What follows belongs to an exercise in optimizing a design on an open flow for small area; a production flow would make more cautious choices.
In this exercise RTL edits were held to simulation tests only and were not proved equivalent to the original.
Power and IR drop assume default switching activity.

$ cat flow/flow/run.sh
#!/bin/bash
# The standard layout (standard.sh: ORFS from synthesis through finish), with
# these changes:
#  - synthesis is synth_recipe.tcl with an area-oriented ABC script
#    (flow/synth_area.tcl, flow/area.abc), and adders left to ABC instead of
#    being mapped to full and half adder cells first. Registers are mapped
#    before either step, exactly as in the standard synthesis;
#  - every input and output port still gets its own buffer, but a buf_1
#    instead of the buffer that buffer_ports picks by default;
#  - constant outputs share tie cells instead of one tie cell per load;
#  - clock tree synthesis uses clkbuf_8 buffers and adds no dummy loads.
# The make output goes to run.log in this folder; ORFS keeps each step's
# full tool log under orfs/logs/.
set -euo pipefail
here=$(pwd)
export FLOW_SYNTH_TCL=$here/synth_recipe.tcl
export BUFFER_PORTS_ARGS="-buffer_cell sky130_fd_sc_hd__buf_1"
export SKIP_REPAIR_TIE_FANOUT=1
export ADDER_MAP_FILE=
export CTS_ARGS="-sink_clustering_enable -repair_clock_nets -dont_use_dummy_load -buf_list sky130_fd_sc_hd__clkbuf_8"
sed "s#SYNTH_SCRIPT=[^ ]*#SYNTH_SCRIPT=$here/flow/synth_area.tcl#" standard.sh > standard_area.sh
grep -q "SYNTH_SCRIPT=$here/flow/synth_area.tcl" standard_area.sh
bash standard_area.sh finish > run.log 2>&1
$ cat flow/flow/area.abc
strash
&get -n
&fraig -x
&put
scorr
dc2
dretime
strash
balance -l; resub -K 6 -l; rewrite -l; resub -K 6 -N 2 -l; refactor -l; resub -K 8 -l; balance -l; resub -K 8 -N 2 -l; rewrite -l; resub -K 10 -l; rewrite -z -l; resub -K 10 -N 2 -l; balance -l; resub -K 12 -l; refactor -z -l; resub -K 12 -N 2 -l; rewrite -z -l; balance -l
balance -l; resub -K 6 -l; rewrite -l; resub -K 6 -N 2 -l; refactor -l; resub -K 8 -l; balance -l; resub -K 8 -N 2 -l; rewrite -l; resub -K 10 -l; rewrite -z -l; resub -K 10 -N 2 -l; balance -l; resub -K 12 -l; refactor -z -l; resub -K 12 -N 2 -l; rewrite -z -l; balance -l
&get -n
&deepsyn -T 20
&put
dch -f
amap -F 10 -A 10 -C 5000
topo
$ cat flow/flow/synth_area.tcl
# The standard flow's synthesis script (synth_recipe.tcl: ORFS synthesis without the fsm and
# share passes, flattened, function nets renamed), with one change: ABC maps the
# logic with an area-oriented script (area.abc beside this file) instead of
# ORFS's speed script. Registers are mapped before ABC runs, so they come out
# as in the standard synthesis.
set area_abc_script [file join [file dirname [info script]] area.abc]
proc abc {args} {
  set i [lsearch -exact $args -script]
  if {$i >= 0} {
    set args [lreplace $args $i [expr {$i + 1}]]
  }
  set i [lsearch -exact $args -D]
  if {$i >= 0} {
    set args [lreplace $args $i [expr {$i + 1}]]
  }
  yosys abc -script $::area_abc_script {*}$args
}
source $::env(FLOW_SYNTH_TCL)
$ cat flow/standard.sh
#!/bin/bash
# synth_recipe.tcl (not shown) runs the flow's synth.tcl, then flattens the netlist and writes it again
# the make line also repeats each setting of config.mk as NAME=value (left out here)
make -C /OpenROAD-flow-scripts/flow DESIGN_CONFIG=/design/flow/config.mk WORK_HOME=/design/flow/orfs CLKGATE_MAP_FILE= SYNTH_SCRIPT=/design/flow/synth_recipe.tcl "${@:-finish}"
$ cat flow/config.mk
export PLATFORM = sky130hd
export DESIGN_NAME = rseq
export DESIGN_NICKNAME = rseq
export VERILOG_FILES = /design/flow/design.v
export SDC_FILE = /design/flow/constraint.sdc
export NUM_CORES = 4
export LEC_CHECK = 0
export CAP_MARGIN = 0
export CORE_MARGIN = 2
export CORE_UTILIZATION = 40
export PLACE_DENSITY = 0.6
export SLEW_MARGIN = 0
$ cat flow/constraint.sdc
create_clock -name core_clock -period 12.0 [get_ports {clk}]
set_input_delay 2.4000 -clock core_clock [delete_from_list [all_inputs] [get_ports {clk}]]
set_output_delay 2.4000 -clock core_clock [all_outputs]
set_load 0.01 [all_outputs]
$ cat flow/design.v
module rseq_fmt (
    input  wire         en,
    input  wire         t,
    input  wire [3:0]   h,
    input  wire [3:0]   d,
    input  wire [3:0]   u,
    output wire [127:0] text,
    output wire [4:0]   len
);
    wire [79:0] full = {8'h7A, 8'h68, 8'h4D, 8'h20, 8'h30, 4'h3, u, 8'h2E, 4'h3, d, 4'h3, h, 8'h31};
    wire l10 = t;
    wire l9  = !t && h[3];
    wire [79:0] sel = l10 ? full : l9 ? {8'h00, full[79:16], 8'h38 | {7'd0, h[0]}} :
                      {16'h0000, full[79:16]};
    assign text = en ? {48'd0, sel} : 128'd0;
    assign len  = en ? (l10 ? 5'd10 : l9 ? 5'd9 : 5'd8) : 5'd0;
endmodule
module rseq (
    input  wire         clk,
    input  wire         rst,
    input  wire         cmd_valid,
    output wire         cmd_ready,
    input  wire [71:0]  cmd_word,
    output wire         rsp_valid,
    input  wire         rsp_ready,
    output wire [7:0]   rsp_status,
    output wire [31:0]  rsp_result,
    output wire [127:0] rsp_text,
    output wire [4:0]   rsp_text_len,
    output wire [7:0]   rsp_err_step,
    output wire [7:0]   rsp_err_addr,
    output wire [7:0]   rsp_err_kind,
    output wire [15:0]  o_frequency,
    output wire [3:0]   o_volume,
    output wire         o_bass,
    output wire         o_mute,
    output wire         o_softmute,
    output wire         o_mono,
    output wire         o_rds,
    output wire         o_tuned,
    output wire         o_band,
    output wire [5:0]   o_rssi,
    output wire [1:0]   o_life,
    output wire         o_busy,
    output wire         tx_valid,
    output reg  [1:0]   tx_kind,
    output wire [7:0]   tx_addr,
    output reg  [15:0]  tx_wdata,
    input  wire         tx_done,
    input  wire         tx_ok,
    input  wire [1:0]   tx_err,
    input  wire [31:0]  tx_rdata,
    input  wire         tick_ms
);
    localparam [3:0] C_INIT = 4'd0, C_TERM = 4'd1, C_SETFREQ = 4'd2, C_GETFREQ = 4'd3,
                     C_FMT = 4'd4, C_BASS = 4'd5, C_MONO = 4'd6, C_MUTE = 4'd7,
                     C_SMUTE = 4'd8, C_VOL = 4'd9, C_BAND = 4'd10, C_SEEKUP = 4'd11,
                     C_SEEKDN = 4'd12, C_SRESET = 4'd13, C_RSSI = 4'd14, C_INFO = 4'd15;
    localparam [2:0] S_IDLE = 3'b000, S_RESP = 3'b001, S_STEP = 3'b100, S_TX = 3'b110,
                     S_CNT = 3'b101, S_FMT = 3'b111;
    localparam [13:0] CNT_END = 14'd4355;
    reg [2:0]  st;
    reg [3:0]  cmd;
    reg [3:0]  pc;           
    reg [2:0]  sts;          
    reg [13:0] cnt;          
    reg        c_on, c_new, c_unmute, c_mono, c_bass, c_seekup, c_seek, c_reset;
    reg        chan_tuned;   
    reg [7:0]  chan_ch;      
    reg [10:0] m;            
    reg [3:0]  d_volume;
    reg        d_bass, d_mute, d_softmute, d_mono, d_rds, d_tuned, d_band;
    reg [5:0]  d_rssi;
    reg [1:0]  life;
    assign cmd_ready = !st[2] && !st[0];
    assign rsp_valid = !st[2] && st[0];
    assign o_busy    = st[2];
    assign tx_valid  = (st == S_TX);
    assign o_frequency = {m, 3'b000} + {m, 1'b0};
    assign o_volume    = d_volume;
    assign o_bass      = d_bass;
    assign o_mute      = d_mute;
    assign o_softmute  = d_softmute;
    assign o_mono      = d_mono;
    assign o_rds       = d_rds;
    assign o_tuned     = d_tuned;
    assign o_band      = d_band;
    assign o_rssi      = d_rssi;
    assign o_life      = life;
    wire [7:0]  op = cmd_word[71:64];
    wire [31:0] A  = cmd_word[63:32];
    wire [31:0] B  = cmd_word[31:0];
    wire a_top = (A[30:14] != 17'd0);
    wire a_mid = (A[13:4] != 10'd0);
    wire a_big4 = a_top || a_mid;                        
    wire a_hi_zero = !A[31] && !a_big4 && (A[3:1] == 3'd0);
    wire a_zero    = a_hi_zero && !A[0];
    wire b_big4 = (B[30:4] != 27'd0);
    wire b_zero = !B[31] && !b_big4 && (B[3:0] == 4'd0);
    reg [3:0] ncmd;
    reg       op_ok, arg_ok;
    always @(*) begin
        op_ok  = 1'b1;
        arg_ok = a_zero && b_zero;
        ncmd   = C_INIT;
        case (op)
            8'h01: begin ncmd = C_INIT;    arg_ok = 1'b1; end
            8'h02:       ncmd = C_TERM;
            8'h10: begin ncmd = C_SETFREQ; arg_ok = b_zero; end
            8'h11:       ncmd = C_GETFREQ;
            8'h12:       ncmd = C_FMT;
            8'h20: begin ncmd = C_BASS;    arg_ok = a_hi_zero && b_zero; end
            8'h21: begin ncmd = C_MONO;    arg_ok = a_hi_zero && b_zero; end
            8'h22: begin ncmd = C_MUTE;    arg_ok = a_hi_zero && b_zero; end
            8'h23: begin ncmd = C_SMUTE;   arg_ok = a_hi_zero && b_zero; end
            8'h24: begin ncmd = C_VOL;     arg_ok = b_zero; end
            8'h30: begin ncmd = C_BAND;    arg_ok = a_hi_zero && b_zero; end
            8'h31:       ncmd = C_SEEKUP;
            8'h32:       ncmd = C_SEEKDN;
            8'h40:       ncmd = C_SRESET;
            8'h41:       ncmd = C_RSSI;
            8'h42:       ncmd = C_INFO;
            default:     op_ok = 1'b0;
        endcase
    end
    wire is_init = (op == 8'h01);
    wire [2:0] pre = !op_ok                     ? 3'b100 :
                     !arg_ok                    ? 3'b101 :
                     (!is_init && life == 2'd0) ? 3'b110 :
                     (!is_init && life[1])      ? 3'b111 : 3'b000;
    wire go = !pre[2];
    wire [3:0] vol_a = A[31] ? 4'd0 : a_big4 ? 4'd15 : A[3:0];
    wire [3:0] vol_b = B[31] ? 4'd0 : b_big4 ? 4'd15 : B[3:0];
    wire [13:0] f_half = A[31] ? 14'd0 : a_top ? 14'h3FFF : {1'b0, A[13:1]};
    wire k_init = (cmd == C_INIT), k_term = (cmd == C_TERM), k_freq = (cmd == C_SETFREQ);
    wire k_seek = (cmd == C_SEEKUP) || (cmd == C_SEEKDN), k_srst = (cmd == C_SRESET);
    wire k_rseq1 = (cmd == C_GETFREQ) || (cmd == C_INFO);
    wire k_w2 = (cmd == C_BASS) || (cmd == C_MONO) || (cmd == C_MUTE);
    wire p1 = (pc == 4'd1), p2 = (pc == 4'd2), p3 = (pc == 4'd3), p4 = (pc == 4'd4),
         p5 = (pc == 4'd5), p6 = (pc == 4'd6), p7 = (pc == 4'd7), p8 = (pc == 4'd8),
         p9 = (pc == 4'd9);
    wire t_w2 = (k_init && (p1 || p3 || p4 || p5)) || (k_term && p2) || (k_freq && p1) ||
                (k_w2 && p1) || (k_seek && (p1 || p3)) || (k_srst && (p1 || p2));
    wire t_w3 = (k_init && p6) || (k_term && p3) || (k_freq && p2) || ((cmd == C_BAND) && p1);
    wire t_w4 = (k_term && p4) || ((cmd == C_SMUTE) && p1);
    wire t_w5 = (k_init && (p2 || p7 || p9)) || (k_term && (p1 || p5)) || (k_freq && p3) ||
                ((cmd == C_VOL) && p1);
    wire t_w6 = k_term && p6;
    wire t_w7 = k_term && p7;
    wire t_ridx = (cmd == C_RSSI) && p1;
    wire t_rseq = (k_init && p8) || (k_freq && p4) || (k_rseq1 && p1) || (k_seek && p2);
    wire t_none = !(t_w2 || t_w3 || t_w4 || t_w5 || t_w6 || t_w7 || t_ridx || t_rseq);
    wire [1:0] tk = t_none ? 2'd3 : t_rseq ? 2'd2 : t_ridx ? 2'd1 : 2'd0;
    wire [3:0] ta = t_w2 ? 4'h2 : t_w3 ? 4'h3 : t_w4 ? 4'h4 : t_w5 ? 4'h5 :
                    t_w6 ? 4'h6 : t_w7 ? 4'h7 : t_ridx ? 4'hB : 4'h0;
    wire div = (k_init && p6) || (k_freq && p2);
    wire [2:0] wt = ((k_init && p7) || (k_freq && p3)) ? 3'd1 :
                    ((k_init && p8) || (k_freq && p4)) ? 3'd2 :
                    (k_seek && p2)                     ? 3'd3 :
                    (k_srst && p2)                     ? 3'd4 : 3'd0;
    reg [13:0] wconst;
    always @(*) begin
        case (wt)
            3'd1:    wconst = 14'd5350;
            3'd2:    wconst = 14'd5850;
            3'd3:    wconst = 14'd9350;
            default: wconst = 14'd14350;
        endcase
    end
    always @(*) tx_kind = tk;
    assign tx_addr = {4'h0, ta};
    wire init1 = (cmd == C_INIT) && (pc == 4'd1);
    wire [15:0] ctrl_w = {c_on, c_unmute, c_mono, c_bass, 2'b00, c_seekup, c_seek,
                          4'b0000, c_on && !init1, c_new && !init1, c_reset || init1, c_on};
    wire [15:0] chan_w = {2'b00, chan_ch, 1'b0, chan_tuned, !chan_tuned && d_band, 3'b000};
    wire [15:0] r4_w   = {6'd0, d_softmute, 9'd0};
    wire [15:0] vol_w  = {12'h84D, ((cmd == C_INIT) && (pc != 4'd9)) ? 4'd1 : d_volume};
    always @(*) begin
        case (ta)
            4'h2:    tx_wdata = ctrl_w;
            4'h3:    tx_wdata = chan_w;
            4'h4:    tx_wdata = r4_w;
            4'h5:    tx_wdata = vol_w;
            default: tx_wdata = 16'h0000;
        endcase
    end
    wire [3:0] dd_u = (cnt[3:0]  >= 4'd5) ? cnt[3:0]  + 4'd3 : cnt[3:0];
    wire [3:0] dd_d = (cnt[7:4]  >= 4'd5) ? cnt[7:4]  + 4'd3 : cnt[7:4];
    wire [3:0] dd_h = (cnt[11:8] >= 4'd5) ? cnt[11:8] + 4'd3 : cnt[11:8];
    wire m_bit = m[4'd11 - pc];
    always @(posedge clk) begin
        if (rst) begin
            st         <= S_IDLE;
            m          <= 11'd0;
            d_volume   <= 4'd0;
            d_bass     <= 1'b0;
            d_mute     <= 1'b0;
            d_softmute <= 1'b0;
            d_mono     <= 1'b0;
            d_rds      <= 1'b0;
            d_tuned    <= 1'b0;
            d_band     <= 1'b1;
            d_rssi     <= 6'd0;
            life       <= 2'd0;
        end else begin
            case (st)
                S_IDLE: if (cmd_valid) begin
                    cmd <= ncmd;
                    pc  <= 4'd1;
                    sts <= pre;
                    cnt <= f_half;
                    if (!go)
                        st <= S_RESP;
                    else begin
                        st <= (ncmd == C_FMT) ? S_FMT : S_STEP;
                        case (ncmd)
                            C_INIT: begin
                                m          <= 11'd0;
                                d_volume   <= vol_b;
                                d_bass     <= 1'b0;
                                d_mute     <= 1'b0;
                                d_softmute <= 1'b0;
                                d_mono     <= 1'b0;
                                d_rds      <= 1'b0;
                                d_tuned    <= 1'b0;
                                d_band     <= 1'b1;
                                d_rssi     <= 6'd0;
                                life       <= 2'd0;
                                c_on       <= 1'b1;
                                c_new      <= 1'b1;
                                c_unmute   <= 1'b1;
                                c_mono     <= 1'b0;
                                c_bass     <= 1'b0;
                                c_seekup   <= 1'b0;
                                c_seek     <= 1'b0;
                                c_reset    <= 1'b0;
                            end
                            C_TERM:    d_volume <= 4'd0;
                            C_SETFREQ: begin c_on <= 1'b1; c_unmute <= 1'b1; end
                            C_BASS:    begin d_bass <= A[0]; c_bass <= A[0]; end
                            C_MONO:    begin d_mono <= A[0]; c_mono <= A[0]; c_seek <= 1'b0; end
                            C_MUTE:    begin d_mute <= A[0]; c_unmute <= !A[0]; end
                            C_SMUTE:   d_softmute <= A[0];
                            C_VOL:     d_volume <= vol_a;
                            C_BAND:    begin d_band <= A[0]; chan_tuned <= 1'b0; chan_ch <= 8'd0; end
                            C_SEEKUP:  begin c_seekup <= 1'b1; c_seek <= 1'b1; end
                            C_SEEKDN:  begin c_seekup <= 1'b0; c_seek <= 1'b1; end
                            C_SRESET:  c_reset <= 1'b1;
                            default: ;
                        endcase
                    end
                end
                S_STEP: begin
                    if (cmd == C_SRESET && pc == 4'd2) c_reset <= 1'b0;
                    if ((cmd == C_SEEKUP || cmd == C_SEEKDN) && pc == 4'd3) c_seek <= 1'b0;
                    if (cmd == C_INIT && pc == 4'd4) begin d_bass <= 1'b1; c_bass <= 1'b1; end
                    if (cmd == C_TERM && pc == 4'd2) begin
                        c_on <= 1'b0; c_new <= 1'b0; c_unmute <= 1'b0; c_mono <= 1'b0;
                        c_bass <= 1'b0; c_seekup <= 1'b0; c_seek <= 1'b0; c_reset <= 1'b0;
                    end
                    if (cmd == C_INIT && pc == 4'd5) d_rds <= 1'b1;
                    if (tk == 2'd3) begin
                        if (cmd == C_INIT) begin d_tuned <= 1'b1; life <= 2'd1; end
                        if (cmd == C_TERM) life <= 2'd2;
                        st <= S_RESP;
                    end else if (div) begin
                        chan_ch    <= 8'd0;
                        chan_tuned <= 1'b1;
                        st         <= S_CNT;
                    end else if (wt != 3'd0) begin
                        cnt <= wconst;
                        st  <= S_CNT;
                    end else
                        st <= S_TX;
                end
                S_CNT: begin
                    if (cnt < CNT_END || (div && chan_ch == 8'd210))
                        st <= S_TX;
                    else if (div || tick_ms) begin
                        cnt <= cnt - 14'd5;
                        if (div) chan_ch <= chan_ch + 8'd1;
                    end
                end
                S_TX: if (tx_done) begin
                    if (tx_ok) begin
                        if (tk == 2'd2) begin
                            if (cmd == C_INFO) begin
                                d_rds   <= tx_rdata[31];
                                d_rssi  <= tx_rdata[15:10];
                                d_tuned <= tx_rdata[8];
                                d_mono  <= c_mono;
                            end else
                                m <= 11'd870 + {1'b0, tx_rdata[25:16]};
                        end
                        if (tk == 2'd1) d_rssi <= tx_rdata[15:10];
                        pc <= pc + 4'd1;
                        st <= S_STEP;
                    end else begin
                        sts <= {1'b0, tx_err};
                        if (cmd == C_INIT && pc != 4'd9) d_volume <= 4'd0;
                        st <= S_RESP;
                    end
                end
                S_FMT: begin
                    cnt <= {1'b0, dd_h, dd_d, dd_u, m_bit};
                    pc  <= pc + 4'd1;
                    if (pc == 4'd11) st <= S_RESP;
                end
                S_RESP: if (rsp_ready) st <= S_IDLE;
                default: st <= S_IDLE;
            endcase
        end
    end
    wire ok    = (sts == 3'b000);
    wire txerr = !sts[2] && (sts[1] || sts[0]);
    assign rsp_status   = sts[2] ? {2'b00, sts[1], !sts[1], 3'b000, sts[0]} : {6'd0, sts[1:0]};
    assign rsp_err_kind = txerr ? {6'd0, sts[1:0]} : 8'd0;
    assign rsp_err_step = txerr ? {4'd0, pc} : 8'd0;
    assign rsp_err_addr = !txerr ? 8'd0 : (tk == 2'd2) ? 8'h0A : {4'h0, ta};
    assign rsp_result = !ok                ? 32'd0 :
                        (cmd == C_GETFREQ) ? {16'd0, o_frequency} :
                        (cmd == C_RSSI)    ? {26'd0, d_rssi} :
                        (cmd == C_INFO)    ? {21'd0, d_mono, d_tuned, d_rds, 2'b00, d_rssi} : 32'd0;
    rseq_fmt u_fmt (
        .en(ok && cmd == C_FMT), .t(cnt[12]), .h(cnt[11:8]), .d(cnt[7:4]), .u(cnt[3:0]),
        .text(rsp_text), .len(rsp_text_len)
    );
endmodule
==> summary.md, run 1 <==
After synthesis, the most frequently instantiated cells are 157 x sky130_fd_sc_hd__nor2_1, 152 x sky130_fd_sc_hd__buf_4, 148 x sky130_fd_sc_hd__clkinv_1. The logs give 590 for the number of DRC markers after the initial detailed-route iteration and 4.65 ns for the signal arrival time at the worst endpoint. For this run, the leading register cell type out of synthesis is sky130_fd_sc_hd__edfxtp_1. Detailed placement finished with a half-perimeter wire length of 17.2 mm.

By area the synthesized netlist is led by sky130_fd_sc_hd__edfxtp_1 20%, sky130_fd_sc_hd__buf_4 18%, sky130_fd_sc_hd__dfxtp_1 10%. The footprint of the flip-flops and latches is 0.00192 mm^2, and the adder and majority cell fraction of the synthesized area is 0. The complex-gate fraction of the synthesized area came out at 0.247.

Largest family of logic cells by synthesized area: buffers and inverters. The congestion estimate from routability-driven global placement came to 0.953. The critical path contains buffers and inverters numbering 5 combined.

The average routed wire per standard cell was 17.1 um; the number of buffers added to fix hold violations after cts was 0. For this design, the slowest cell found on the critical path is sky130_fd_sc_hd__nor4_1. Power comes to 529 uW. The count of flip-flops with a built-in enable after synthesis is 42. In this run the number of H-tree levels came out at 3. Counting flops and latches in the post-synthesis netlist gives 75. Share of the synthesized area in the top cell type: 0.195.

The total setup violations reported at the end of the flow was 0; the number of input and output port buffers inserted was 246. The starting density of the core is 0.408. Relative to the synthesized area, the layout overhead comes to 3.35%. The peak fanout along the critical path works out to 7. The largest area contributor in the netlist was sky130_fd_sc_hd__edfxtp_1. Max-cap violations in this run came to 0. Summed over all cells, the static leakage comes to 0.00203 uW.

After clock tree synthesis, the repair step resized 0 gates. The final net count is 1134, and the least setup slack across all paths after layout is 4.95 ns. In this run the post-CTS setup repair buffer count came out at 0. The run gives 0.00668 mm^2 as the summed area of non-filler cells in the final layout. CTS saw 75 sinks. The fraction of layout cells with a size suffix above 1 was 0.0147; the total via count in the routed design was 6660. The final-report hold violation count is 0. The share of synthesized cell area in and, or, nand and nor gates is 0.192. After detailed routing, the number of vias per cell comes to 5.39.

Traced cell by cell, the critical path runs through clkinv_1 > nor2_1 > clkinv_1 > nor2_1 > o21ai_0 > o21ai_0 > nor2_1 > clkinv_1 > or2_0 > nor2_1 > clkinv_1 > o21ai_0 > or4_1 > nor4_1 > or2_0 > buf_1. Setup repair after global routing left no endpoint under its margin. The number of slew-limit violations in the final report is 0. Post-synthesis cell type count: 46. Most frequently used cell type in the post-synthesis netlist: sky130_fd_sc_hd__nor2_1. The number of antenna violations at the first check in global routing came out at 0. The logs give 0.0158 mm^2 for the core area and 5847 for the via count of the first global-routing pass. The clock period could shrink to 7.05 ns. For this run, the top clock speed supported by timing is 142 MHz.

The power per cell area is 79.2 mW/mm^2, and the number of warnings reported in the yosys synthesis log is 1. Overall global routing resource usage: 0.237. Among cell families on the critical path, the largest total delay comes from simple AND/OR/NAND/NOR gates. For the total of fill cells in the finished design, the log shows 1757.

The height of the chip works out to 131 um. TritonCTS built the clock tree. For the final routed database, the setup TNS stands at 0 ns.

The peak supply drop was 0.0556 mV; the share of the yosys chip area belonging to registers was 0.298. The tools report the met2 routing resource usage after global routing as 0.388. The die outline width is 131 um, and the overall routed net length is 21.2 mm. The die covers 0.0172 mm^2.

Counting every instance in the synthesized netlist gives 912. The fraction of synthesized cell area in xor and xnor cells works out to 0. The pin count of the biggest net entering global routing came out at 115. Layer carrying the most global-route usage: met2. The first-pass iteration count of the detailed router was 5; the peak per-stage delay on the critical path was 0.75 ns. Met1 usage: 0.325. The tools report the area taken by multi-input logic gates as 0.00284 mm^2.

For the pin with the worst max-slew slack, the measured transition is 1.22 ns. After synthesis, the mean cell area works out to 7.08 um^2. The clock-pin transition on the worst setup and hold timing paths came out at 0.08 ns.

The flow ran to the end and the layout has no timing, DRC or antenna violations. Net count after synthesis: 1025. The tightest min-delay check is of the register to register type. For the insertion delay of the later-clocked pin in the worst-skew pair, the log shows 0.35 ns. The worst path required time was 9.60 ns. The share of the cycle needed by the critical path after routing works out to 0.588. Between clock sinks in the finished design, the worst skew comes to 0.0161 ns.

The worst slew margin relative to its limit is 0.177, and the I/O pin total is 375. The wire length of the first global-routing pass was 31.2 mm; the share of async-settable or async-resettable flops after synthesis was 0. Counting the buffers created by CTS gives 9.

The floorplan has 46 rows. The combined area of all synthesized cells is 0.00646 mm^2. The cell sitting at the root of the clock tree is a sky130_fd_sc_hd__clkbuf_8.

Timing analysis after detailed placement gives a worst setup slack of 5.23 ns. The post-detailed-placement cell area was 0.00655 mm^2. The start-to-end type of the worst setup path is register to output pin. The buffer depth of the longest clock path is 2, and the number of routed nets with antenna violations is 0. The worst setup path is captured at an output pin. The met3 routing resource usage after global routing was 0.0418; the detailed-route DRC error count was 0. The number of antenna diodes in the final layout is 0. The worst setup path is launched from a register.

Global routing finished with a remaining overflow of 0. The mux contribution to synthesized area is 0.
-- layout by cell type (no fill, tap or decap), types with 3 or more instances in the layout --
cell type and n:
sky130_fd_sc_hd__buf_1 246, sky130_fd_sc_hd__nor2_1 157, sky130_fd_sc_hd__clkinv_1 148, sky130_fd_sc_hd__o21ai_0 67, sky130_fd_sc_hd__a21oi_1 59, sky130_fd_sc_hd__o22ai_1 46
sky130_fd_sc_hd__edfxtp_1 42, sky130_fd_sc_hd__nand2_1 38, sky130_fd_sc_hd__dfxtp_1 33, sky130_fd_sc_hd__nor3_1 25, sky130_fd_sc_hd__nand3_1 15, sky130_fd_sc_hd__a221oi_1 13
sky130_fd_sc_hd__nor4_1 13, sky130_fd_sc_hd__clkbuf_8 9, sky130_fd_sc_hd__o221ai_1 8, sky130_fd_sc_hd__o21a_1 8, sky130_fd_sc_hd__a211oi_1 8, sky130_fd_sc_hd__a22oi_1 7
sky130_fd_sc_hd__nand4_1 7, sky130_fd_sc_hd__or2_0 6, sky130_fd_sc_hd__nor2b_1 5, sky130_fd_sc_hd__a31oi_1 5, sky130_fd_sc_hd__buf_4 5, sky130_fd_sc_hd__or3_1 4
sky130_fd_sc_hd__a222oi_1 4, sky130_fd_sc_hd__nor4b_1 3, sky130_fd_sc_hd__o32ai_1 3, sky130_fd_sc_hd__o2111ai_1 3
-- layer usage --
layer  wire length, um  vias to the layer above
met5                 0                        -
met4               493                        0
met3              1820                       27
met2              9900                      332
met1              8960                     3046
li1                  -                     3255
-- state kept, by name, summed over array words and instances, names as in the netlist, 2 cells and up --
signal,cells
chan_ch,8
cmd,4
cnt,14
d_rssi,6
d_volume,4
life,2
m,11
pc,4
st,3
sts,3
-- final timing paths --
check / cells after the start / slack (ns) / end / from
worst max-delay path: 16 / 4.95 / tx_kind[0] / pc[1]
worst min-delay path: 2 / 0.49 / d_rssi[2] / d_rssi[2]
worst max register to register: 18 / 6.92 / chan_ch[3] / pc[1]
worst min register to register: 2 / 0.49 / d_rssi[2] / d_rssi[2]
-- through the flow --
stage | hold WS [ns] | utilization | instances
floorplan | 0.481 | - | 912
global placement | 0.472 | 0.414 | 1226
detailed placement | 0.475 | 0.414 | 1226
CTS | 0.487 | 0.422 | 1235
global route | 0.505 | 0.422 | 1235
finish | 0.485 | 0.422 | 1235
-- report_power, final --
group | switching (uW) | internal (uW)
clock network | 90.3 | 67.2
logic | 66.2 | 24.8
registers | 5.37 | 275
total | 162 | 367
-- worst register-to-register path, cell delays in order, from the launching register on --
cell and delay (ns):
sky130_fd_sc_hd__edfxtp_1 0.41, sky130_fd_sc_hd__clkinv_1 0.24, sky130_fd_sc_hd__nor2_1 0.31, sky130_fd_sc_hd__clkinv_1 0.19
sky130_fd_sc_hd__nor2_1 0.29, sky130_fd_sc_hd__o21ai_0 0.11, sky130_fd_sc_hd__o21ai_0 0.08, sky130_fd_sc_hd__nor2_1 0.17
sky130_fd_sc_hd__clkinv_1 0.12, sky130_fd_sc_hd__or2_0 0.19, sky130_fd_sc_hd__nor2_1 0.10, sky130_fd_sc_hd__clkinv_1 0.09
sky130_fd_sc_hd__o21ai_0 0.22, sky130_fd_sc_hd__or4_1 0.69, sky130_fd_sc_hd__nor4_1 0.75, sky130_fd_sc_hd__nor3_1 0.10
sky130_fd_sc_hd__o22ai_1 0.29, sky130_fd_sc_hd__nand3_1 0.12, sky130_fd_sc_hd__nand2_1 0.29
-- cell type report --
type / instances / area share
multi-input combinational: 536 / 0.426
sequential: 75 / 0.288
timing repair buffer: 251 / 0.144
inverter: 148 / 0.0832
tap: 216 / 0.0405
clock buffer: 9 / 0.0186
-- cell families after synthesis --
group	count (synthesis)
buf+inv	301
simple gates	281
compound gates	254
flops	75
other cells	1
==> run 2: changes to the inputs <==
==> flow/flow/area.abc (replaced) <==
strash
&get -n
&fraig -x
&put
scorr
dc2
dretime
strash
balance -l; resub -K 6 -l; rewrite -l; resub -K 6 -N 2 -l; refactor -l; resub -K 8 -l; balance -l; resub -K 8 -N 2 -l; rewrite -l; resub -K 10 -l; rewrite -z -l; resub -K 10 -N 2 -l; balance -l; resub -K 12 -l; refactor -z -l; resub -K 12 -N 2 -l; rewrite -z -l; balance -l
balance -l; resub -K 6 -l; rewrite -l; resub -K 6 -N 2 -l; refactor -l; resub -K 8 -l; balance -l; resub -K 8 -N 2 -l; rewrite -l; resub -K 10 -l; rewrite -z -l; resub -K 10 -N 2 -l; balance -l; resub -K 12 -l; refactor -z -l; resub -K 12 -N 2 -l; rewrite -z -l; balance -l
dch -f
amap -F 10 -A 10 -C 5000
topo
--- a/flow/config.mk
+++ b/flow/config.mk
@@ -7,6 +7,6 @@
 export LEC_CHECK = 0
 export CAP_MARGIN = 0
 export CORE_MARGIN = 2
-export CORE_UTILIZATION = 40
-export PLACE_DENSITY = 0.6
+export CORE_UTILIZATION = 70
+export PLACE_DENSITY = 0.8
 export SLEW_MARGIN = 0
==> run 2 against run 1 <==
Against the previous run: the flow now stops in I/O pin placement (3_2_place_iop); synthesized cell count rose by 4.7%; area after synthesis rose by 4.0%.
==> summary.md, run 2 <==
The run stopped with a tool error. It got as far as I/O pin placement (3_2_place_iop) and failed there. The tool reported: "[ERROR PPL-0024] Number of IO pins (375) exceeds maximum number of available positions (360). Increase the die perimeter from 407.84um to 510.00um". The net count after synthesis is 1068, and the post-synthesis cell type count is 47.

For the share of the yosys chip area belonging to registers, the log shows 0.286. The number of warnings reported in the yosys synthesis log was 1; the total number of placement rows was 35. The mapped netlist covers 0.00672 mm^2.

Total of flip-flops plus latches after synthesis: 75. The height of the chip was 102 um. Sorting the synthesized cells by how often they occur yields 197 x sky130_fd_sc_hd__nor2_1, 152 x sky130_fd_sc_hd__buf_4, 128 x sky130_fd_sc_hd__clkinv_1. In this run the horizontal extent of the chip is 102 um. The synthesized instance count was 955; the starting density of the core was 0.724. The share of async-settable or async-resettable flops after synthesis is 0.

The most used flip-flop cell after synthesis is sky130_fd_sc_hd__edfxtp_1. sky130_fd_sc_hd__nor2_1 is the most common cell in the netlist. After synthesis, the cell types taking the most area are sky130_fd_sc_hd__edfxtp_1 19%, sky130_fd_sc_hd__buf_4 17%, sky130_fd_sc_hd__nor2_1 11%. A synthesized cell averages 7.03 um^2. The share of the synthesized area in the top cell type is 0.188. The synthesized design spends more area on one cell type than any other, namely sky130_fd_sc_hd__edfxtp_1.

Yosys mapped a number of flops with a built-in enable equal to 42.
[run 2: kinds of logic after synthesis]
logic type / share of synthesized area
buf+inv: 0.242
other cells: 0.000558
flops: 0.286
simple gates: 0.227
compound gates: 0.245
==> run 3: changes to the inputs <==
--- a/flow/flow/run.sh
+++ b/flow/flow/run.sh
@@ -2,7 +2,8 @@
 # The standard layout (standard.sh: ORFS from synthesis through finish), with
 # these changes:
 #  - synthesis is synth_recipe.tcl with an area-oriented ABC script
-#    (flow/synth_area.tcl, flow/area.abc), and adders left to ABC instead of
+#    (flow/synth_area.tcl, flow/area.abc: resynthesis, then
+#    &deepsyn for 20 s, then amap), and adders left to ABC instead of
 #    being mapped to full and half adder cells first. Registers are mapped
 #    before either step, exactly as in the standard synthesis;
 #  - every input and output port still gets its own buffer, but a buf_1
==> flow/flow/area.abc (replaced) <==
strash
&get -n
&fraig -x
&put
scorr
dc2
dretime
strash
balance -l; resub -K 6 -l; rewrite -l; resub -K 6 -N 2 -l; refactor -l; resub -K 8 -l; balance -l; resub -K 8 -N 2 -l; rewrite -l; resub -K 10 -l; rewrite -z -l; resub -K 10 -N 2 -l; balance -l; resub -K 12 -l; refactor -z -l; resub -K 12 -N 2 -l; rewrite -z -l; balance -l
balance -l; resub -K 6 -l; rewrite -l; resub -K 6 -N 2 -l; refactor -l; resub -K 8 -l; balance -l; resub -K 8 -N 2 -l; rewrite -l; resub -K 10 -l; rewrite -z -l; resub -K 10 -N 2 -l; balance -l; resub -K 12 -l; refactor -z -l; resub -K 12 -N 2 -l; rewrite -z -l; balance -l
&get -n
&deepsyn -T 60
&put
dch -f
amap -F 10 -A 10 -C 5000
topo
--- a/flow/config.mk
+++ b/flow/config.mk
@@ -7,6 +7,6 @@
 export LEC_CHECK = 0
 export CAP_MARGIN = 0
 export CORE_MARGIN = 2
-export CORE_UTILIZATION = 70
-export PLACE_DENSITY = 0.8
+export CORE_UTILIZATION = 40
+export PLACE_DENSITY = 0.6
 export SLEW_MARGIN = 0
==> run 3 against run 2 <==
Against the previous run: synthesized cell count shrank 4.5%; area after synthesis down 3.8%; now clean on timing, DRC and antenna.
==> summary.md, run 3 <==
The worst hold path passes through 2 cells. In this run the core area contains 46 standard-cell rows. The final HPWL from detailed placement was 17.2 mm; the number of buffers added by the clock tree synthesis step was 9. The logs give 115 for the pin count of the biggest net entering global routing and 0.35 ns for the insertion delay of the later-clocked pin in the worst-skew pair.

The combined area of all synthesized cells came out at 0.00646 mm^2. The run gives 590 as the number of DRC markers after the initial detailed-route iteration. Counting every net in the synthesized netlist gives 1025.

On the worst path, the slowest cell contributes a delay of 0.75 ns. The most used flip-flop cell after synthesis is sky130_fd_sc_hd__edfxtp_1. The startpoint of the worst hold path is d_rssi[2]. The kind of start point of the critical path is a register. After technology mapping, the gate count stands at 912.

Sorting the synthesized cells by how often they occur yields 157 x sky130_fd_sc_hd__nor2_1, 152 x sky130_fd_sc_hd__buf_4, 148 x sky130_fd_sc_hd__clkinv_1. At the pin with the least slew margin, the transition time is 1.22 ns. Walking the worst path, the cells encountered are clkinv_1 > nor2_1 > clkinv_1 > nor2_1 > o21ai_0 > o21ai_0 > nor2_1 > clkinv_1 > or2_0 > nor2_1 > clkinv_1 > o21ai_0 > or4_1 > nor4_1 > or2_0 > buf_1. The number of antenna violations at the first check in global routing was 0. Start-to-end type of the worst setup path: register to output pin. Share of the cycle needed by the critical path after routing: 0.588. Data on the critical path arrives at its endpoint at 4.65 ns. Counting distinct cell types in the post-synthesis netlist gives 46. The power per cell area was 79.2 mW/mm^2; the die outline width was 131 um. STA puts the critical path data required time at 9.60 ns. The path class of the lowest-slack min-delay path was register to register. The first global-routing pass estimated 31.2 mm of wire. The detailed-route DRC error count is 0, and the core area is 0.0158 mm^2.

Worst setup slack for register-to-register paths: 6.92 ns. Based on the critical path, the design can be clocked at up to 142 MHz. The longest clock path from root to sink contains 2 buffers.

The worst slew margin relative to its limit came out at 0.177. Number of buffers added to fix hold violations after cts: 0. The run finished with no timing, DRC or antenna violations. In this run the count of I/O pins placed on the die edge is 375. The mean instance size in the synthesized netlist came out at 7.08 um^2. The leading cell type in the layout, fill and taps excluded was sky130_fd_sc_hd__buf_1.

The first-pass iteration count of the detailed router was 5. The total via count in the routed design is 6660. Flip-flop count of the largest register, all copies and words added: 14. The share of async-settable or async-resettable flops after synthesis is 0, and the overall global routing resource usage is 0.237. TritonCTS built the clock tree. The net count of the finished layout is 1134. The average routed wire per standard cell was 17.1 um. Summing all multi-input logic gate instances after layout gives 0.00284 mm^2. STA classifies the critical path endpoint as an output pin. The tools report the setup clock skew after layout as 0.0161 ns.

The reported leakage power is 0.00203 uW. In the layout the commonest cells are 246 x sky130_fd_sc_hd__buf_1, 157 x sky130_fd_sc_hd__nor2_1, 148 x sky130_fd_sc_hd__clkinv_1, 67 x sky130_fd_sc_hd__o21ai_0, 59 x sky130_fd_sc_hd__a21oi_1. The routed design has 21.2 mm of wire. For the number of slew-limit violations in the final report, the log shows 0. The tools report the via count of the first global-routing pass as 5847. Summed over all layers, the global routing overflow is 0. Routability-driven placement finished with a final weighted congestion of 0.953. By area the synthesized netlist is led by sky130_fd_sc_hd__edfxtp_1 20%, sky130_fd_sc_hd__buf_4 18%, sky130_fd_sc_hd__dfxtp_1 10%. The number of warnings reported in the yosys synthesis log was 1; the minimum period implied by the final worst setup slack was 7.05 ns.

The height of the chip is 131 um, and the number of max-cap violations is 0. The most common cell in the synthesized netlist is sky130_fd_sc_hd__nor2_1. The setup TNS after final layout is 0 ns. The run gives 0.408 as the starting density of the core. The largest individual stage delay along the critical path comes from the cell sky130_fd_sc_hd__nor4_1.

After filler insertion, the fill cell instance count of the layout stands at 1757. The final-report hold violation count is 0. The total of flip-flops plus latches after synthesis was 75; the clock-pin transition on the worst setup and hold timing paths was 0.08 ns.

Peak supply drop: 0.0556 mV. Setup repair after global routing left no endpoint under its margin. Footprint of the flip-flops and latches: 0.00192 mm^2. The largest registers in the layout are cnt: 14 flops, m: 11 flops, chan_ch: 8 flops. Number of levels the H-tree was split into: 3.

The synthesized design contains 42 enable-type register cells. From synthesis to final layout, the design area changed by 3.35%. Of all nets on the critical path, the largest fanout is 7. Setup violations remaining at the end of the flow were counted as 0.

Final antenna diode count: 0. The completed layout was analyzed and its total power is 529 uW. The mean number of vias per cell came out at 5.39. The die covers 0.0172 mm^2. The post-CTS resize count was 0; the share of the yosys chip area belonging to registers was 0.298. The clock sink count is 75. The most flop-heavy register is cnt. The number of input and output port buffers inserted is 246. The fraction of layout cells with a size suffix above 1 works out to 0.0147. The number of cells on the worst reg-to-reg path is 18. The share of the synthesized area in the top cell type was 0.195. The post-CTS repair timing setup buffer count was 0. Source of the worst register-to-register timing path: pc[1].

CTS placed an instance of sky130_fd_sc_hd__clkbuf_8 at the clock tree root. In this run the critical register-to-register path is captured at chan_ch[3]. sky130_fd_sc_hd__edfxtp_1 takes more of the synthesized area than any other cell. The path with the worst hold slack has its endpoint at d_rssi[2].

The number of routed nets with antenna violations came out at 0.
run 3: cell types whose count changed after synthesis, moves of 9 or more:
cell                       change
sky130_fd_sc_hd__nor2_1       -40
sky130_fd_sc_hd__o22ai_1      +20
sky130_fd_sc_hd__or3_1         -9
sky130_fd_sc_hd__clkinv_1     +20
sky130_fd_sc_hd__nor3_1       -13
run 3: how the worst max path moves through the flow:
stage / from / slack (ns) / cells after the start / end
after global placement: cmd_word[47] / 5.26 / 16 / c_unmute
after detailed placement: cmd_word[47] / 5.23 / 16 / c_unmute
after floorplan: sts[0] / 5.85 / 8 / rsp_text[16]
after global routing: pc[1] / 4.72 / 16 / tx_kind[0]
after CTS: pc[1] / 5.04 / 16 / tx_kind[0]
final: pc[1] / 4.95 / 16 / tx_kind[0]
run 3: area by class of cell:
class,instances,area share
well taps,216,0.0405
inverters,148,0.0832
clock buffers,9,0.0186
repair buffers,251,0.144
multi-input cells,536,0.426
flip-flops and latches,75,0.288
run 3: through the flow:
step	hold WS [ns]	std cells	instance area (um^2)	utilization	setup slack, ns
2_1_floorplan	0.481	912	6460	-	5.85
3_3_place_gp	0.472	1226	6550	0.414	5.26
3_5_place_dp	0.475	1226	6550	0.414	5.23
4_1_cts	0.487	1235	6680	0.422	5.04
5_1_grt	0.505	1235	6680	0.422	4.72
6_report	0.485	1235	6680	0.422	4.95
run 3: cells by family (layout without fill, tap and decap cells):
logic type      count (synthesis)  count (layout)  share of synthesized area
compound gates                254             254                      0.247
buf+inv                       301             408                      0.263
flops                          75              75                      0.298
other cells                     1               1                   0.000581
simple gates                  281             281                      0.192
run 3: metal layers:
layer  track usage  up-vias  routed length [um]
met3        0.0418       27                1820
li1              -     3255                   -
met4        0.0626        0                 493
met1         0.325     3046                8960
met2         0.388      332                9900
met5             0        -                   0
run 3: worst max-delay path: cells and delay by family, from the launching register on:
kind,cells,cell delay [ns]
and+or+nand+nor,8,2.69
buffers and inverters,5,0.79
AOI/OAI and AO/OA,3,0.41
DFF,1,0.41
run 3: report_power, final:
group	total, uW	internal, uW	switching (uW)
Sequential	280	275	5.37
Clock	158	67.2	90.3
Combinational	91.0	24.8	66.2
Total	529	367	162
==> run 4: changes to the inputs <==
==> flow/flow/area.abc (replaced) <==
strash
&get -n
&fraig -x
&put
scorr
dc2
dretime
strash
balance -l; resub -K 6 -l; rewrite -l; resub -K 6 -N 2 -l; refactor -l; resub -K 8 -l; balance -l; resub -K 8 -N 2 -l; rewrite -l; resub -K 10 -l; rewrite -z -l; resub -K 10 -N 2 -l; balance -l; resub -K 12 -l; refactor -z -l; resub -K 12 -N 2 -l; rewrite -z -l; balance -l
balance -l; resub -K 6 -l; rewrite -l; resub -K 6 -N 2 -l; refactor -l; resub -K 8 -l; balance -l; resub -K 8 -N 2 -l; rewrite -l; resub -K 10 -l; rewrite -z -l; resub -K 10 -N 2 -l; balance -l; resub -K 12 -l; refactor -z -l; resub -K 12 -N 2 -l; rewrite -z -l; balance -l
&get -n
&deepsyn -T 20
&put
dch -f
amap -F 10 -A 10 -C 5000
topo
==> run 4 against run 3 <==
Against the previous run: still clean on timing, DRC and antenna; clock skew unchanged; area after synthesis unchanged; synthesized cell count unchanged; clock-buffer cell count unchanged; cell count unchanged; hold slack unchanged; die area unchanged; global-route usage unchanged; fmax unchanged; sequential share of layout area unchanged.
==> summary.md, run 4 <==
The critical path goes through clkinv_1 > nor2_1 > clkinv_1 > nor2_1 > o21ai_0 > o21ai_0 > nor2_1 > clkinv_1 > or2_0 > nor2_1 > clkinv_1 > o21ai_0 > or4_1 > nor4_1 > or2_0 > buf_1. The logs give 46 for the total number of placement rows and 590 for the number of DRC markers after the initial detailed-route iteration. In this run the worst path has a maximum fanout of 7.

For this block, the routed nets add up to 21.2 mm of wire. For the final-report hold violation count, the log shows 0. Setup clock skew after layout: 0.0161 ns. Number of levels the H-tree was split into: 3. The maximum clock rate is 142 MHz. Counting the fill cells in the layout gives 1757. The run gives 1025 as the net count after synthesis. The commonest cells after synthesis are 157 x sky130_fd_sc_hd__nor2_1, 152 x sky130_fd_sc_hd__buf_4, 148 x sky130_fd_sc_hd__clkinv_1. The worst path in the final design needs a cycle of 7.05 ns, including I/O delays and setup.

The buffer type at the clock tree root was sky130_fd_sc_hd__clkbuf_8. The tools report the number of routed nets with antenna violations as 0. The synthesized instance count was 912. The logs give 5 for the first-pass iteration count of the detailed router and 0.00203 uW for the reported leakage power. Leaving out fill and tap cells, the most frequent cell in the layout is sky130_fd_sc_hd__buf_1. Buffers inserted to repair hold after CTS numbered 0. In this run, distinct cell masters in the synthesized netlist total 46.

The total overflow left after global routing is 0. The number of cells on the worst reg-to-reg path is 18. Each instance of the synthesized netlist takes up on average 7.08 um^2. The share of async-settable or async-resettable flops after synthesis is 0. TritonCTS built the clock tree.

Pin placement for this block handled 375 I/O pins. The worst hold path depth came out at 2. The most used flip-flop cell after synthesis is sky130_fd_sc_hd__edfxtp_1. The logs give 2 for the buffer depth of the longest clock path and 0.237 for the overall global routing resource usage.

The peak per-stage delay on the critical path came out at 0.75 ns. The pin count of the biggest net entering global routing is 115, and the final net count is 1134. Yosys instantiated no cell more often than sky130_fd_sc_hd__nor2_1. In this run the number of cells on the critical path is 16. The logs give 0 for the number of slew-limit violations in the final report and 0.422 for the share of the core filled with cells. In this run, synthesis inferred 42 flip-flops with an integrated enable.

For the setup TNS after final layout, the log shows 0 ns. Power per cell area: 79.2 mW/mm^2. The largest registers in the layout are cnt: 14 flops, m: 11 flops, chan_ch: 8 flops. The tools report the worst slew margin relative to its limit as 0.177. The logs give 0 for the post-CTS resize count and 6660 for the total via count in the routed design. The total buffers and inverters traversed by the critical path is 5. STA classifies the critical path endpoint as an output pin. At the pin with the least slew margin, the transition time is 1.22 ns. The tools report the final antenna diode count as 0.

Most flop-heavy register: cnt. The average routed wire per standard cell works out to 17.1 um. Path class of the lowest-slack min-delay path: register to register. The clock-pin transition on the worst setup and hold timing paths is 0.08 ns, and the total of flip-flops plus latches after synthesis is 75. The flip-flop count of the largest register, all copies and words added was 14; the share of the yosys chip area belonging to registers was 0.298. Summed over all nets, the half-perimeter wirelength after detailed placement is 17.2 mm.

The worst path required time is 9.60 ns. The peak supply drop was 0.0556 mV. The largest individual stage delay along the critical path comes from the cell sky130_fd_sc_hd__nor4_1. The kind of start point of the critical path was a register. The tools report the starting density of the core as 0.408. For the total setup violations reported at the end of the flow, the log shows 0. The multi-input combinational cells in the finished layout cover a total of 0.00284 mm^2. The floorplan step set the die height to 131 um.

The tools report the footprint of the flip-flops and latches as 0.00192 mm^2. The number of input and output port buffers inserted came out at 246. By area the synthesized netlist is led by sky130_fd_sc_hd__edfxtp_1 20%, sky130_fd_sc_hd__buf_4 18%, sky130_fd_sc_hd__dfxtp_1 10%. The critical path in this run is classified as register to output pin. The run finished with no timing, DRC or antenna violations. The logs give 0 for the post-CTS repair timing setup buffer count and 1 for the number of warnings reported in the yosys synthesis log. Grouping stages by cell kind, the critical path spends the most delay in simple AND/OR/NAND/NOR gates. The design draws 529 uW. The combined area of all synthesized cells came out at 0.00646 mm^2.

Setup repair after global routing left no endpoint under its margin. The clock sink count is 75, and the routability congestion estimate from global placement is 0.953. The tools report the core area as 0.0158 mm^2. Dividing the detail-routed via count by the number of cells gives 5.39. The number of antenna violations at the first check in global routing was 0; the via count of the first global-routing pass was 5847. The floorplan step defined a die boundary enclosing 0.0172 mm^2.

The number of max-cap violations was 0; the number of buffers added by the clock tree synthesis step was 9. The tools report the wire length of the first global-routing pass as 31.2 mm. The layout overhead on the synthesized area came out at 3.35%. Summed over all instances, the cell type with the most area after synthesis is sky130_fd_sc_hd__edfxtp_1. STA puts the critical path data arrival time at 4.65 ns. The share of the cycle needed by the critical path after routing came out at 0.588. The share of the synthesized area in the top cell type is 0.195. For this run, design rule violations remaining after detail routing come to 0. The fraction of layout cells with a size suffix above 1 came out at 0.0147. In the layout the commonest cells are 246 x sky130_fd_sc_hd__buf_1, 157 x sky130_fd_sc_hd__nor2_1, 148 x sky130_fd_sc_hd__clkinv_1, 67 x sky130_fd_sc_hd__o21ai_0, 59 x sky130_fd_sc_hd__a21oi_1.

The insertion delay of the later-clocked pin in the worst-skew pair is 0.35 ns, and the die outline width is 131 um.
-- run 4: cell counts after synthesis --
Identical to the previous run, type by type.
-- run 4: routing by layer --
layer	vias up	wire length [um]	global-route usage	part of all wire
li1	3255	-	-	-
met1	3046	8960	0.325	0.42
met2	332	9900	0.388	0.47
met3	27	1820	0.0418	0.086
met4	0	493	0.0626	0.023
met5	-	0	0	0
-- run 4: worst paths after layout --
kind | start | to | slack [ns]
worst max-delay path | pc[1] | tx_kind[0] | 4.95
worst min-delay path | d_rssi[2] | d_rssi[2] | 0.49
worst max register to register | pc[1] | chan_ch[3] | 6.92
worst min register to register | d_rssi[2] | d_rssi[2] | 0.49
-- run 4: area by class of cell --
| cell class | count | share of cell area |
|---|---|---|
| clock buffer | 9 | 0.0186 |
| inverter | 148 | 0.0832 |
| multi-input combinational | 536 | 0.426 |
| sequential | 75 | 0.288 |
| tap | 216 | 0.0405 |
| timing repair buffer | 251 | 0.144 |
-- run 4: where the power goes --
| group | switching, uW | leakage, uW | internal, uW |
|---|---|---|---|
| Combinational | 66.2 | 0.00130 | 24.8 |
| Clock | 90.3 | 0.0000647 | 67.2 |
| Sequential | 5.37 | 0.000664 | 275 |
-- run 4: metrics by stage --
stage	cells	setup slack, ns	hold WS (ns)	area [um^2]
2_1_floorplan	912	5.85	0.481	6460
3_3_place_gp	1226	5.26	0.472	6550
3_5_place_dp	1226	5.23	0.475	6550
4_1_cts	1235	5.04	0.487	6680
5_1_grt	1235	4.72	0.505	6680
6_report	1235	4.95	0.485	6680
-- run 4: kinds of logic after synthesis --
kind of cell | count (synthesis) | synth area share
AND/OR/NAND/NOR | 281 | 0.192
AO/OA/AOI/OAI | 254 | 0.247
flip-flops | 75 | 0.298
other | 1 | 0.000581
buffers and inverters | 301 | 0.263
-- run 4: worst register-to-register path, stage by stage, from the launching register on --
cell and delay, ns:
sky130_fd_sc_hd__edfxtp_1 0.41, sky130_fd_sc_hd__clkinv_1 0.24, sky130_fd_sc_hd__nor2_1 0.31, sky130_fd_sc_hd__clkinv_1 0.19, sky130_fd_sc_hd__nor2_1 0.29, sky130_fd_sc_hd__o21ai_0 0.11
sky130_fd_sc_hd__o21ai_0 0.08, sky130_fd_sc_hd__nor2_1 0.17, sky130_fd_sc_hd__clkinv_1 0.12, sky130_fd_sc_hd__or2_0 0.19, sky130_fd_sc_hd__nor2_1 0.10, sky130_fd_sc_hd__clkinv_1 0.09
sky130_fd_sc_hd__o21ai_0 0.22, sky130_fd_sc_hd__or4_1 0.69, sky130_fd_sc_hd__nor4_1 0.75, sky130_fd_sc_hd__nor3_1 0.10, sky130_fd_sc_hd__o22ai_1 0.29, sky130_fd_sc_hd__nand3_1 0.12
sky130_fd_sc_hd__nand2_1 0.29
==> run 5: changes to the inputs <==
--- a/flow/flow/run.sh
+++ b/flow/flow/run.sh
@@ -18,7 +18,7 @@
 export BUFFER_PORTS_ARGS="-buffer_cell sky130_fd_sc_hd__buf_1"
 export SKIP_REPAIR_TIE_FANOUT=1
 export ADDER_MAP_FILE=
-export CTS_ARGS="-sink_clustering_enable -repair_clock_nets -dont_use_dummy_load -buf_list sky130_fd_sc_hd__clkbuf_8"
+export CTS_ARGS="-sink_clustering_enable -repair_clock_nets -dont_use_dummy_load -buf_list sky130_fd_sc_hd__clkbuf_16 -sink_clustering_size 40 -sink_clustering_max_diameter 400"
 sed "s#SYNTH_SCRIPT=[^ ]*#SYNTH_SCRIPT=$here/flow/synth_area.tcl#" standard.sh > standard_area.sh
 grep -q "SYNTH_SCRIPT=$here/flow/synth_area.tcl" standard_area.sh
 bash standard_area.sh finish > run.log 2>&1
==> run 5 against run 4 <==
Against the previous run: power grew 14%; flip-flop and latch count unchanged; core utilization up 0.64 points; via count unchanged; critical path depth unchanged; sequential power about the same.
==> summary.md, run 5 <==
The run finished with no timing, DRC or antenna violations. The number of buffers added by the clock tree synthesis step is 9. The number of routed nets with antenna violations came out at 0. cnt holds more flip-flops than any other register. The fraction of layout cells with a size suffix above 1 is 0.0147, and the post-CTS resize count is 0. Starting density of the core: 0.408.

Counting every sink on the clock net gives 75. Worst slew margin relative to its limit: 0.179. The tools report the overall global routing resource usage as 0.237. The setup clock skew after layout was 0.0123 ns. Power per cell area: 88.8 mW/mm^2.

The critical path in this run is classified as register to output pin. The core area is 0.0158 mm^2. Using the TritonRoute via totals, the vias-per-cell ratio works out to 5.39. The via count of the first global-routing pass was 5885; the detailed-route DRC error count was 0.

The total overflow left after global routing is 0. The I/O pin total is 375, and the maximum clock rate is 140 MHz. Share of the yosys chip area belonging to registers: 0.298.

The root buffer cell chosen for the clock tree is sky130_fd_sc_hd__clkbuf_16. The synthesized design spends more area on one cell type than any other, namely sky130_fd_sc_hd__edfxtp_1. Setup repair after global routing left no endpoint under its margin.

The reported leakage power was 0.00208 uW; the switching share of power was 0.282. In this run the worst setup path begins at pc[1]. The detailed router finished its first iteration with 569 violations.

In this run the power spent charging and discharging nets is 170 uW. The final hold slack was 0.481 ns; the share of the synthesized area in the top cell type was 0.195. The worst register-to-register path begins at pc[1].

The number of input and output port buffers inserted is 246, and the combinational share of power is 0.151. Yosys mapped a number of flops with a built-in enable equal to 42. The layout has 1740 filler cells. After layout, the worst setup slack is 4.88 ns. The peak supply drop came out at 0.0551 mV. No sink is reached through more buffers than the 2 on the longest clock path.

The commonest cells after synthesis are 157 x sky130_fd_sc_hd__nor2_1, 152 x sky130_fd_sc_hd__buf_4, 148 x sky130_fd_sc_hd__clkinv_1. Across the run, the number of max-cap violations was 0. The logs give 0.0172 mm^2 for the die outline area and 5.23 ns for the worst slack at placement. In the layout the commonest cells are 246 x sky130_fd_sc_hd__buf_1, 157 x sky130_fd_sc_hd__nor2_1, 148 x sky130_fd_sc_hd__clkinv_1, 67 x sky130_fd_sc_hd__o21ai_0, 59 x sky130_fd_sc_hd__a21oi_1.

The synthesized instance count came out at 912. Clock-pin transition on the worst setup and hold timing paths: 0.06 ns. The number of slew-limit violations in the final report is 0. The share of total power in sequential cells came out at 0.467. At the pin with the least slew margin, the transition time is 1.22 ns. The startpoint of the worst hold path is d_rssi[2]. Along the worst path, the maximum fanout reaches 7. Sorting the synthesized cells by area gives the leading types as sky130_fd_sc_hd__edfxtp_1 20%, sky130_fd_sc_hd__buf_4 18%, sky130_fd_sc_hd__dfxtp_1 10%. The net count after synthesis was 1025; the share of the cycle needed by the critical path after routing was 0.593. The number of levels the H-tree was split into was 3; the number of buffers added to fix hold violations after cts was 0. In the post-synthesis netlist, the cell with the most instances is sky130_fd_sc_hd__nor2_1.

The internal power consumption is 432 uW. The largest registers in the layout are cnt: 14 flops, m: 11 flops, chan_ch: 8 flops. For the share of the core filled with cells, the log shows 0.428. Final antenna diode count: 0. Subtracting the final worst setup slack from the clock period gives 7.12 ns.

The die is 131 um tall. The relative contribution of the clock network to total power is 0.382, and the total via count in the routed design is 6660. The signal arrival time at the worst endpoint is 4.72 ns, and the routability congestion estimate from global placement is 0.953. For this run, the post-layout net count is 1134. The HPWL after detailed placement is 17.2 mm.

The share of async-settable or async-resettable flops after synthesis works out to 0. For the total number of placement rows, the log shows 46. The total of flip-flops plus latches after synthesis is 75. In the final routed layout, each cell accounts on average for 17.1 um. Type of element capturing the critical path: an output pin. The logs give 0 for the total setup violations reported at the end of the flow and 0 for the number of antenna violations at the first check in global routing. Number of warnings reported in the yosys synthesis log: 1. The overall routed net length is 21.2 mm, and the flip-flop count of the largest register, all copies and words added is 14. At the later pin of the worst-skew pair, clock insertion delay measures 0.33 ns. The multi-input combinational cells in the finished layout cover a total of 0.00284 mm^2. The pin count of the biggest net entering global routing is 115, and the setup TNS after final layout is 0 ns. The tools report the kind of start point of the critical path as a register. The tightest min-delay check is of the register to register type.

The run gives 0 as the final-report hold violation count. The wire length of the first global-routing pass was 31.3 mm. The average instance in the mapped netlist occupies 7.08 um^2.

The first detailed-routing pass ran for 5 iterations. Leading cell type in the layout, fill and taps excluded: sky130_fd_sc_hd__buf_1. Footprint of the flip-flops and latches: 0.00192 mm^2.

The logs give 602 uW for the final total power and 46 for the post-synthesis cell type count. The tools report the worst path required time as 9.60 ns. The die outline width is 131 um. The post-CTS repair timing setup buffer count is 0. Summing every instance area after synthesis gives 0.00646 mm^2.

The layout overhead on the synthesized area was 4.92%. TritonCTS built the clock tree. The leading register cell type out of synthesis was sky130_fd_sc_hd__edfxtp_1.
## run 5: cell counts after synthesis
Identical to the previous run, type by type.
## run 5: logic make-up after synthesis
group,count (synthesis),share of synthesized area
other,1,0.000581
AND/OR/NAND/NOR,281,0.192
AO/OA/AOI/OAI,254,0.247
flip-flops,75,0.298
buffers and inverters,301,0.263
## run 5: layout make-up
type | instances | share of cell area
Clock buffer | 9 | 0.0332
Timing Repair Buffer | 251 | 0.142
Sequential cell | 75 | 0.284
Multi-Input combinational cell | 536 | 0.420
Inverter | 148 | 0.0820
Tap cell | 216 | 0.0399
## run 5: metal layers
| metal | routed length (um) | global-route usage |
|---|---|---|
| met1 | 8980 | 0.325 |
| met2 | 9940 | 0.392 |
| met3 | 1770 | 0.0341 |
| met4 | 468 | 0.0620 |
| met5 | 0 | 0 |
## run 5: metrics by stage
| stage | cell area, um^2 | cells |
|---|---|---|
| after global routing | 6780 | 1235 |
| after global placement | 6550 | 1226 |
| after floorplan | 6460 | 912 |
| final | 6780 | 1235 |
| after CTS | 6780 | 1235 |
| after detailed placement | 6550 | 1226 |
## run 5: final timing paths
path           endpoint  slack, ns  cells past startpoint
max reg2reg  chan_ch[3]       6.82                     18
max          tx_kind[0]       4.88                     16
min           d_rssi[2]       0.48                      2
min reg2reg   d_rssi[2]       0.48                      2
## run 5: power by group through the flow
stage	Combinational [uW]	Sequential, uW	Clock (uW)
6_report	90.9	281	230
5_1_grt	102	281	241
2_1_floorplan	83.2	285	0
3_5_place_dp	89.0	286	0
4_1_cts	89.4	281	230
3_3_place_gp	89.3	286	0
## run 5: critical path: stages, from the launching register on
cell	delay, ns
sky130_fd_sc_hd__edfxtp_1	0.41
sky130_fd_sc_hd__clkinv_1	0.26
sky130_fd_sc_hd__nor2_1	0.33
sky130_fd_sc_hd__clkinv_1	0.19
sky130_fd_sc_hd__nor2_1	0.32
sky130_fd_sc_hd__o21ai_0	0.12
sky130_fd_sc_hd__o21ai_0	0.08
sky130_fd_sc_hd__nor2_1	0.17
sky130_fd_sc_hd__clkinv_1	0.12
sky130_fd_sc_hd__or2_0	0.19
sky130_fd_sc_hd__nor2_1	0.10
sky130_fd_sc_hd__clkinv_1	0.09
sky130_fd_sc_hd__o21ai_0	0.21
sky130_fd_sc_hd__or4_1	0.69
sky130_fd_sc_hd__nor4_1	0.77
sky130_fd_sc_hd__or2_0	0.19
sky130_fd_sc_hd__buf_1	0.15
==> run 6: changes to the inputs <==
--- a/flow/flow/run.sh
+++ b/flow/flow/run.sh
@@ -18,7 +18,7 @@
 export BUFFER_PORTS_ARGS="-buffer_cell sky130_fd_sc_hd__buf_1"
 export SKIP_REPAIR_TIE_FANOUT=1
 export ADDER_MAP_FILE=
-export CTS_ARGS="-sink_clustering_enable -repair_clock_nets -dont_use_dummy_load -buf_list sky130_fd_sc_hd__clkbuf_16 -sink_clustering_size 40 -sink_clustering_max_diameter 400"
+export CTS_ARGS="-sink_clustering_enable -repair_clock_nets -dont_use_dummy_load -buf_list {sky130_fd_sc_hd__clkbuf_4 sky130_fd_sc_hd__clkbuf_8} -sink_clustering_size 10"
 sed "s#SYNTH_SCRIPT=[^ ]*#SYNTH_SCRIPT=$here/flow/synth_area.tcl#" standard.sh > standard_area.sh
 grep -q "SYNTH_SCRIPT=$here/flow/synth_area.tcl" standard_area.sh
 bash standard_area.sh finish > run.log 2>&1
==> run 6 against run 5 <==
Against the previous run: core utilization fell by 0.64 points; fmax grew 0.94%; cell area is 1.5% lower; sequential power is essentially flat; critical endpoint unchanged; area after synthesis unchanged; critical path type unchanged; register-to-register slack gained 0.10 ns; critical path depth did not move; first-iteration DRC count is 3.7% higher; clock-buffer cell count is the same; synthesized cell count is the same; sequential share of layout area is 0.43 points higher; setup slack better by 0.066 ns.
==> summary.md, run 6 <==
The number of clock buffers added by TritonCTS is 9. The share of the cycle needed by the critical path after routing is 0.588. After clock tree synthesis, the repair step resized 0 gates. In the final layout, the registers with the most flip-flops are cnt: 14 flops, m: 11 flops, chan_ch: 8 flops. For the number of DRC markers after the initial detailed-route iteration, the log shows 590. The min-delay analysis places its worst path in the category register to register. Data on the critical path arrives at its endpoint at 4.65 ns. The tools report the via count of the first global-routing pass as 5847. The run gives 0 as the final-report hold violation count. For this design, the CTS-stage hold fixing added 0 buffers. The run gives 0 as the remaining global-route overflow. The clock sink count is 75, and the power per cell area is 79.2 mW/mm^2. Counting flops and latches in the post-synthesis netlist gives 75. The cell type group with the largest total delay on the critical path is simple AND/OR/NAND/NOR gates.

The largest family of logic cells by synthesized area is buffers and inverters. The mux contribution to synthesized area was 0. No sink is reached through more buffers than the 2 on the longest clock path.

Most flop-heavy register: cnt. The number of antenna diodes in the final layout is 0. IR analysis of the VDD net gives a maximum drop of 0.0556 mV. The total setup violations reported at the end of the flow is 0.

The first global-routing pass estimated 31.2 mm of wire. The logs give 0.298 for the share of the yosys chip area belonging to registers and 1025 for the net count after synthesis. At the end of the flow, the number of nets in the layout was 1134.

The initialized floorplan defines 46 standard-cell rows. The floorplan step defined a die boundary enclosing 0.0172 mm^2. The leading register cell type out of synthesis was sky130_fd_sc_hd__edfxtp_1.

The number of antenna violations at the first check in global routing is 0, and the combined area of all synthesized cells is 0.00646 mm^2. The share of synthesized cell area in and, or, nand and nor gates came out at 0.192. The tools report the kind of start point of the critical path as a register.

TritonCTS built the clock tree. The tools report the first-pass iteration count of the detailed router as 5. The number of slew-limit violations in the final report is 0. The standard cell with the maximum stage delay on the critical path is sky130_fd_sc_hd__nor4_1.

In the post-synthesis netlist, the cell with the most instances is sky130_fd_sc_hd__nor2_1. Across all hold checks on the routed design, the worst slack comes to 0.485 ns. Ranked by instance count, the synthesized netlist is headed by 157 x sky130_fd_sc_hd__nor2_1, 152 x sky130_fd_sc_hd__buf_4, 148 x sky130_fd_sc_hd__clkinv_1. The post-synthesis cell type count was 46; the number of input and output port buffers inserted was 246. The clock-pin transition on the worst setup and hold timing paths is 0.08 ns, and the share of async-settable or async-resettable flops after synthesis is 0.

I/O pin total: 375. For the total via count in the routed design, the log shows 6660. The peak fanout along the critical path is 7, and the adder and majority cell fraction of the synthesized area is 0. Once the clock tree was built, the setup fixing pass inserted 0 buffers. Entering global routing, the biggest net connects 115 pins. For the routability congestion estimate from global placement, the log shows 0.953. Excluding fillers, the count of instances in the completed layout stands at 1235. The fraction of synthesized cell area in xor and xnor cells came out at 0. The worst register-to-register path has a depth of 18.

The run finished with no timing, DRC or antenna violations. Layout overhead on the synthesized area: 3.35%. The height of the chip is 131 um, and the peak per-stage delay on the critical path is 0.75 ns. Maximum clock rate: 142 MHz.

Total buffers and inverters traversed by the critical path: 5. The critical path goes through clkinv_1 > nor2_1 > clkinv_1 > nor2_1 > o21ai_0 > o21ai_0 > nor2_1 > clkinv_1 > or2_0 > nor2_1 > clkinv_1 > o21ai_0 > or4_1 > nor4_1 > or2_0 > buf_1. Across the run, the number of max-cap violations was 0. Counting buffers and inverters, the worst setup path is 16 cells deep. The minimum period implied by the final worst setup slack was 7.05 ns.

For the worst setup path, the data required time is 9.60 ns. Final HPWL from detailed placement: 17.2 mm. The starting density of the core is 0.408. In the post-synthesis netlist, the biggest area contributors are sky130_fd_sc_hd__edfxtp_1 20%, sky130_fd_sc_hd__buf_4 18%, sky130_fd_sc_hd__dfxtp_1 10%. A synthesized cell averages 7.08 um^2. The die is 131 um wide. Dividing the detail-routed via count by the number of cells gives 5.39.
run 6: layout make-up:
type	instances	area, um^2	share of cell area
multi-input cells	536	2840	0.426
flip-flops and latches	75	1920	0.288
repair buffers	251	961	0.144
inverters	148	556	0.0832
well taps	216	270	0.0405
clock buffers	9	124	0.0186
run 6: worst paths after layout:
kind,from,end,slack (ns)
setup / recovery,pc[1],tx_kind[0],4.95
hold / removal,d_rssi[2],d_rssi[2],0.49
setup reg to reg,pc[1],chan_ch[3],6.92
hold reg to reg,d_rssi[2],d_rssi[2],0.49
run 6: stage by stage:
stage / area (um^2) / util
2_1_floorplan: 6460 / -
6_report: 6680 / 0.422
3_5_place_dp: 6550 / 0.414
5_1_grt: 6680 / 0.422
3_3_place_gp: 6550 / 0.414
4_1_cts: 6680 / 0.422
run 6: cells by family (layout without fill, tap and decap cells):
family,Yosys count,count (layout)
AO/OA/AOI/OAI,254,254
buffers and inverters,301,408
flip-flops,75,75
other,1,1
AND/OR/NAND/NOR,281,281
run 6: metal layers:
layer,wire (um),global-route usage
met2,9900,0.388
met1,8960,0.325
met5,0,0
met3,1820,0.0418
met4,493,0.0626
run 6: tightest hold or removal path, stage by stage (launching register included):
cell and delay (ns):
sky130_fd_sc_hd__dfxtp_1 0.32, sky130_fd_sc_hd__clkinv_1 0.05, sky130_fd_sc_hd__o22ai_1 0.06
run 6: power breakdown:
part	leakage (uW)	switching (uW)	internal [uW]
clock network	0.0000647	90.3	67.2
logic	0.00130	66.2	24.8
registers	0.000664	5.37	275
total	0.00203	162	367

what the ideal ports hide:
The results above use ideal ports. As a check the final layouts listed here were re-extracted and re-timed, cells and wires unchanged. Step 1 assumes that a clkbuf_16 drives the clock port and a buf_2 every other input. Step 2, shift: input delay + t, output delay - t, t = (earliest + latest rising clock arrival at the registers) / 2. This alone moves slack from input paths to output paths. Three values: no drivers, after step 1, after step 2; two values: the first two.
run | shift t [ns] | slack for setup (ns) | hold WS [ns]
run 1 | 0.379 | 4.946 / 4.914 / 5.174 | 0.485 / 0.485 / 0.485
run 3 | 0.379 | 4.946 / 4.914 / 5.174 | 0.485 / 0.485 / 0.485
run 4 | 0.379 | 4.946 / 4.914 / 5.174 | 0.485 / 0.485 / 0.485
run 5 | 0.364 | 4.880 / 4.842 / 5.127 | 0.481 / 0.481 / 0.481
run 6 | 0.379 | 4.946 / 4.914 / 5.174 | 0.485 / 0.485 / 0.485
After both steps every run listed still meets setup and hold.
